This design comes from an exercise in tuning for small area on the open sky130 flow, not from production work.
No functional check of the RTL was part of this run.
Power is estimated from default activity; no workload was simulated.

<file path="flow/config.mk">
export PLATFORM = sky130hd
export DESIGN_NAME = irdec
export DESIGN_NICKNAME = irdec
export VERILOG_FILES = /design/flow/design.v
export SDC_FILE = /design/flow/constraint.sdc
export NUM_CORES = 4
export LEC_CHECK = 0
export CAP_MARGIN = 20
export CORE_MARGIN = 2
export CORE_UTILIZATION = 40
export SLEW_MARGIN = 20
</file>
<file path="flow/constraint.sdc">
create_clock -name core_clock -period 15.0 [get_ports {clk}]
set_input_delay 3.0000 -clock core_clock [delete_from_list [all_inputs] [get_ports {clk}]]
set_output_delay 3.0000 -clock core_clock [all_outputs]
set_load 0.01 [all_outputs]
</file>
<file path="flow/design.v">
module irdec (
    input  wire        clk,
    input  wire        rst,
    input  wire        ir_in,
    output reg         act_valid,
    output reg  [2:0]  act_op,
    output reg  [15:0] act_duty,
    output reg         note_valid,
    output reg  [3:0]  note_action,
    output reg  [7:0]  note_code,
    output reg         dec_valid,
    output reg         dec_ok,
    output reg  [7:0]  dec_code
);
    localparam [2:0] W_EDGE    = 3'd0;
    localparam [2:0] W_LEAD    = 3'd1;
    localparam [2:0] W_SPACE   = 3'd2;
    localparam [2:0] W_BITLOW  = 3'd3;
    localparam [2:0] W_BITHIGH = 3'd4;
    localparam [2:0] GAP       = 3'd5;
    reg [2:0]  phase;
    reg [17:0] e;        
    reg [4:0]  bit_idx;
    reg [7:0]  ring;     
    reg        sum_ok;   
    reg [3:0]  sidx;     
    reg [9:0]  idle;
    reg target;
    reg tmo;
    always @(*) begin
        case (phase)
            W_EDGE:    begin target = 1'b0; tmo = &{e[17], e[14], e[11], e[8:4], e[0]}; end  
            W_LEAD:    begin target = 1'b1; tmo = &{e[13], e[11:9], e[7:5], e[0]}; end  
            W_SPACE:   begin target = 1'b0; tmo = &{e[12:11], e[9:8], e[6], e[4:3], e[0]}; end  
            W_BITLOW:  begin target = 1'b1; tmo = &{e[9:5], e[3], e[0]}; end  
            default:   begin target = 1'b0; tmo = &{e[11], e[8:6], e[2], e[0]}; end  
        endcase
    end
    wire in_gap   = (phase == GAP);
    wire gap_done = &{e[9:5], e[2:0]};  
    wire seen     = !in_gap && !tmo && (ir_in == target);
    wire [11:0] eb   = e[11:0];
    wire bit_val     = (eb > 12'd1200);
    wire bit_short   = (eb < 12'd200);
    wire lead_bad    = (e[13:0] < 14'd8000) || (e[13:0] > 14'd10000);
    wire space_bad   = (e[12:0] < 13'd3500) || (e[12:0] > 13'd5000);
    wire last_bit    = (bit_idx == 5'd31);
    wire mism        = bit_idx[3] && (bit_val == ring[0]);
    wire [7:0] cmd   = {ring[0], ring[7:1]};
    reg attempt_end;
    reg attempt_ok;
    always @(*) begin
        attempt_end = tmo && !in_gap;
        attempt_ok  = 1'b0;
        if (seen) begin
            case (phase)
                W_LEAD:    attempt_end = lead_bad;
                W_SPACE:   attempt_end = space_bad;
                W_BITHIGH: begin
                    attempt_end = bit_short || last_bit;
                    attempt_ok  = !bit_short && last_bit && sum_ok && !mism;
                end
                default:   ;
            endcase
        end
    end
    wire force_stop = attempt_end && !attempt_ok && (idle[9] && idle[8] && idle[5]);  
    wire c_fwd = (cmd == 8'h18);
    wire c_lft = (cmd == 8'h08);
    wire c_stp = (cmd == 8'h1C);
    wire c_rgt = (cmd == 8'h5A);
    wire c_bwd = (cmd == 8'h52);
    wire c_rst = (cmd == 8'h09);
    wire c_inc = (cmd == 8'h15);
    wire c_dec = (cmd == 8'h07);
    reg [15:0] speed;
    always @(*) begin
        case (sidx)
            4'd0:    speed = 16'd3;
            4'd1:    speed = 16'd6556;
            4'd2:    speed = 16'd13109;
            4'd3:    speed = 16'd19662;
            4'd4:    speed = 16'd26215;
            4'd5:    speed = 16'd32768;
            4'd6:    speed = 16'd39321;
            4'd7:    speed = 16'd45874;
            4'd8:    speed = 16'd52427;
            4'd9:    speed = 16'd58980;
            default: speed = 16'd65533;
        endcase
    end
    always @(*) begin
        act_valid   = 1'b0;
        act_op      = 3'd0;
        act_duty    = 16'd0;
        note_valid  = 1'b0;
        note_action = 4'd0;
        note_code   = 8'd0;
        dec_valid   = 1'b0;
        dec_ok      = 1'b0;
        dec_code    = 8'd0;
        if (!rst && attempt_end) begin
            dec_valid = 1'b1;
            if (attempt_ok) begin
                dec_ok     = 1'b1;
                dec_code   = cmd;
                note_valid = 1'b1;
                note_code  = cmd;
                if (c_fwd)      begin note_action = 4'd0; act_valid = 1'b1; act_op = 3'd1; act_duty = speed;      end
                else if (c_lft) begin note_action = 4'd1; act_valid = 1'b1; act_op = 3'd3; act_duty = 16'd13107; end
                else if (c_stp) begin note_action = 4'd2; act_valid = 1'b1; act_op = 3'd0;                       end
                else if (c_rgt) begin note_action = 4'd3; act_valid = 1'b1; act_op = 3'd4; act_duty = 16'd13107; end
                else if (c_bwd) begin note_action = 4'd4; act_valid = 1'b1; act_op = 3'd2; act_duty = speed;      end
                else if (c_rst) note_action = 4'd5;
                else if (c_inc) note_action = 4'd6;
                else if (c_dec) note_action = 4'd7;
                else            note_action = 4'd8;
            end else if (force_stop) begin
                act_valid = 1'b1;
            end
        end
    end
    always @(posedge clk) begin
        if (rst) begin
            phase <= W_EDGE;
            e     <= 18'd0;
            sidx  <= 4'd5;
            idle  <= 10'd0;
        end else if (in_gap) begin
            if (gap_done) begin
                phase <= W_EDGE;
                e     <= 18'd0;
            end else begin
                e <= e + 18'd1;
            end
        end else if (attempt_end) begin
            e <= 18'd0;
            if (attempt_ok) begin
                idle  <= 10'd0;
                phase <= W_EDGE;
                if (c_rst) sidx <= 4'd5;
                else if (c_inc && sidx != 4'd10) sidx <= sidx + 4'd1;
                else if (c_dec && sidx != 4'd0)  sidx <= sidx - 4'd1;
            end else if (force_stop) begin
                idle  <= 10'd0;
                phase <= W_EDGE;
            end else begin
                idle  <= idle + 10'd1;
                phase <= GAP;
            end
        end else if (seen) begin
            e <= 18'd1;
            case (phase)
                W_EDGE:   phase <= W_LEAD;
                W_LEAD:   phase <= W_SPACE;
                W_SPACE:  begin phase <= W_BITLOW; bit_idx <= 5'd0; sum_ok <= 1'b1; end
                W_BITLOW: phase <= W_BITHIGH;
                default:  begin
                    ring    <= {bit_val ^ bit_idx[3], ring[7:1]};
                    sum_ok  <= sum_ok && !mism;
                    bit_idx <= bit_idx + 5'd1;
                    phase   <= W_BITLOW;
                end
            endcase
        end else begin
            e <= e + 18'd1;
        end
    end
endmodule
</file>
<file path="flow/run.sh">
#!/bin/bash
# synth_recipe.tcl (not shown) runs the flow's synth.tcl, then flattens the netlist and writes it again
# the make line also repeats each setting of config.mk as NAME=value (left out here)
make -C /OpenROAD-flow-scripts/flow DESIGN_CONFIG=/design/flow/config.mk WORK_HOME=/design/flow/orfs CLKGATE_MAP_FILE= SYNTH_SCRIPT=/design/flow/synth_recipe.tcl finish
</file>
==> summary.txt <==
-- per-stage QoR --
step                      instances  hold slack, ps
after global placement          592           447.6
after floorplan                 462           420.6
after detailed placement        592           453.9
final                           608           461.9
after global routing            608           481.4
after CTS                       608           463.0
-- cell type report --
cell class,count,area [sq um],share of cell area
well taps,129,161.4,0.03670
flip-flops and latches,57,1281,0.2913
multi-input cells,335,2217,0.5041
repair buffers,46,457.9,0.1041
clock buffers,10,127.6,0.02902
clock inverters,6,58.81,0.01337
inverters,25,93.84,0.02134
-- layer usage --
| layer | wire length (um) | up-vias | GRT usage |
|---|---|---|---|
| met5 | 0 | - | 0 |
| met3 | 396 | 6 | 0.02941 |
| li1 | - | 1647 | - |
| met4 | 77 | 0 | 0.07692 |
| met2 | 3815 | 84 | 0.2606 |
| met1 | 3926 | 1497 | 0.2283 |
-- worst max path at each step --
stage | startpoint | end | cells past startpoint
CTS | ir_in | act_duty[6] | 7
global placement | ir_in | act_duty[3] | 7
global route | ir_in | act_duty[6] | 7
detailed placement | ir_in | act_duty[6] | 7
floorplan | ir_in | act_duty[10] | 7
finish | ir_in | act_duty[6] | 7
-- synthesized netlist by cell type (3+ instances only) --
cell        n
nor2_1     47
dfxtp_1    43
nand2_1    42
a21oi_1    27
inv_1      23
nand3_1    21
buf_4      18
and2_1     16
xor2_1     15
edfxtp_1   14
clkbuf_1   12
ha_1       12
nand4_1    12
nor3_1     12
buf_2      11
xnor2_1    11
nor4_1      8
o21ai_0     8
or3_1       8
and3_1      6
a211oi_1    4
mux2i_1     4
o21a_1      4
or2_2       4
a21o_1      3
buf_6       3
nand2b_1    3
nand3b_1    3
nor3b_1     3
o2111ai_1   3
o22ai_1     3
o311ai_0    3
o31a_1      3
-- worst min-delay path: stages, from the launching register on --
cell     delay, ps
dfxtp_1        320
inv_1           50
a21oi_1         50
-- registers in the layout, indices dropped and copies added, names as in the netlist --
register	cells
bit_idx	5
e	18
idle	10
phase	3
ring	8
sidx	4
speed	8
sum_ok	1
-- where the power goes --
| group | internal [W] | switching [W] | leakage [nW] |
|---|---|---|---|
| Combinational | 0.0000359 | 0.0000604 | 0.879 |
| Clock | 0.0000755 | 0.0000641 | 0.0897 |
| Sequential | 0.000168 | 0.0000163 | 0.474 |
-- logic make-up after synthesis --
logic type | count (synthesis) | share of synthesized area
buffers and inverters | 70 | 0.09530
and+or+nand+nor | 202 | 0.2797
adders and majority gates | 13 | 0.04408
xor gates and xnor gates | 26 | 0.05900
AOI/OAI and AO/OA | 86 | 0.1592
DFF | 57 | 0.3319
muxes | 8 | 0.03079
==> results.json <==
{
  "worstMarginPinSlew_ps": 985.6,
  "via_per_inst": 5.319,
  "ys_top_cells_by_area": "dfxtp_1 (22%), edfxtp_1 (11%), nor2_1 (4.6%)",
  "period_needed_ps": 8466,
  "io_buffers": 45,
  "root_buffer": "clkbuf_8",
  "die_w_um": 102.2,
  "syn2layout_area_growth_pct": 13.94,
  "synth_edf_count": 14,
  "gp_congestion": 0.8773,
  "max_freq_ghz": 0.1181,
  "final_common_cell": "nor2_1",
  "row_count": 35,
  "grt_max_degree": 27,
  "postCtsSetupRepairBufs": 0,
  "finalMaxSlewViolations": 0,
  "ios": 46,
  "cpLargestDelayFamily": "buffers and inverters",
  "cts.sinks": 57,
  "synth-async-reset-ratio": 0,
  "ant_nets": 0,
  "grt_pass1_wl_mm": 13.98,
  "synth_cell_types": 72,
  "hp-class": "register to register",
  "drt_iter0_markers": 117,
  "worst-path-buf-inv": 2,
  "arrival_ps": 5470,
  "netlist.top_cell.by_area": "dfxtp_1",
  "dr.pass1.iters": 4,
  "leakagePower_nw": 1.443,
  "die_height_um": 102.2,
  "fillers": 933,
  "grt.overflow.total": 0,
  "cts_tree": "done",
  "dpl_cell_area_sq_um": 4212,
  "insertion_delay_ps": 340,
  "synth_seq_cells": 57,
  "dpl.hpwl_mm": 5.991,
  "synth_warnings": 1,
  "hold_depth": 2,
  "grt_pass1_vias": 2936,
  "crit_top_cell": "clkdlybuf4s50_1",
  "final_hold_viol_count": 0,
  "fin_skew_ps": 13.89,
  "p_per_area_nw_per_um2": 95.64,
  "clockBufferDepth": 2,
  "required_ps": 12000,
  "drive_gt1_frac": 0.08559,
  "vdd_drop_max_mv": 0.05369,
  "fin_tns_setup_ps": 0,
  "worst-r2r-setup-slack_ps": 11570,
  "status": "finished clean",
  "ys.flop_type": "dfxtp_1",
  "maxCapViolations": 0,
  "antenna_found_initial": 0,
  "rr_worst_depth": 11,
  "final_util": 0.4737,
  "min-delay-start": "idle[9]$_SDFFE_PP0P_",
  "worst_r2r_startpoint": "ring[5]$_DFFE_PP_",
  "timing.rr.end": "speed[12]$_DFF_P_",
  "cts_buffers": 9,
  "setup_viol": 0,
  "final_area_sq_um": 4398,
  "fp.dieArea_sq_um": 10450,
  "fin_total_pwr_w": 0.0004206,
  "synth.yosys.seq_area_share": 0.3319,
  "cts.htree.levels": 3,
  "syn-instance-count": 462,
  "finalCritPeriodShare": 0.5644,
  "vias": 3234,
  "routed_wl_mm": 8.216,
  "core_sq_um": 9284,
  "worstSetupPathType": "input port to output port",
  "synth_area_per_cell_sq_um": 8.355,
  "antennaDiodeCount": 0,
  "yosysTopAreaCellShare": 0.2230,
  "wire_per_inst_um": 13.51,
  "relSlewSlack": 0.3417,
  "cpMaxStageDelayCell": "clkdlybuf4s50_1",
  "syn_nets": 478,
  "max_stage_delay_ps": 560,
  "path_cells": "clkdlybuf4s50_1 > a211oi_1 > nand2_1 > or3_1 > a21oi_1 > and2_1 > clkdlybuf4s50_1",
  "clkSlewWorstSetupHoldPaths_ps": 60,
  "rsz0062_at_grt": "false",
  "layout_common_cells": "nor2_1 (47), clkdlybuf4s50_1 (45), dfxtp_1 (43)",
  "nets": 490,
  "crit_fanout": 10,
  "pre_cts_ws_ps": 6532,
  "worstHoldEndpoint": "idle[9]$_SDFFE_PP0P_",
  "critical_path.endpoint_type": "output port",
  "setup_ws_ps": 6534,
  "start_kind": "input port",
  "grt.total_usage": 0.1679,
  "cts_resized": 0,
  "drc": 0,
  "start_util": 0.4158,
  "netlist_area_sq_um": 3860,
  "ctsHoldBuffers": 0
}

## static timing again, ports no longer ideal
How much do the figures lean on ideal ports? The routed layout below was timed once more, with nothing changed but the port constraints.
Step 1 (the two cells are an assumption about what drives the block):
set clk [get_ports {clk}]
set_driving_cell -lib_cell sky130_fd_sc_hd__clkbuf_16 $clk
set_driving_cell -lib_cell sky130_fd_sc_hd__buf_2 [delete_from_list [all_inputs] $clk]
Step 2 also shifts input and output timing later by t, the mid clock arrival at the registers, as if the neighbouring blocks saw the same clock.
Slacks: ideal / step 1 / step 2; pairs: ideal / step 1.
t, ns: 0.366
setup slack, ns: 6.534 / 6.509 / 6.509
worst setup path after step 2: input to output
slew at the worst register clock pin (ns): 0.07 / 0.07
cell pins on the clock port's net: 1
After both steps setup and hold are still met in this run. For this run, drivers alone change the setup slack by -0.025 ns; drivers and shift together by -0.025 ns.
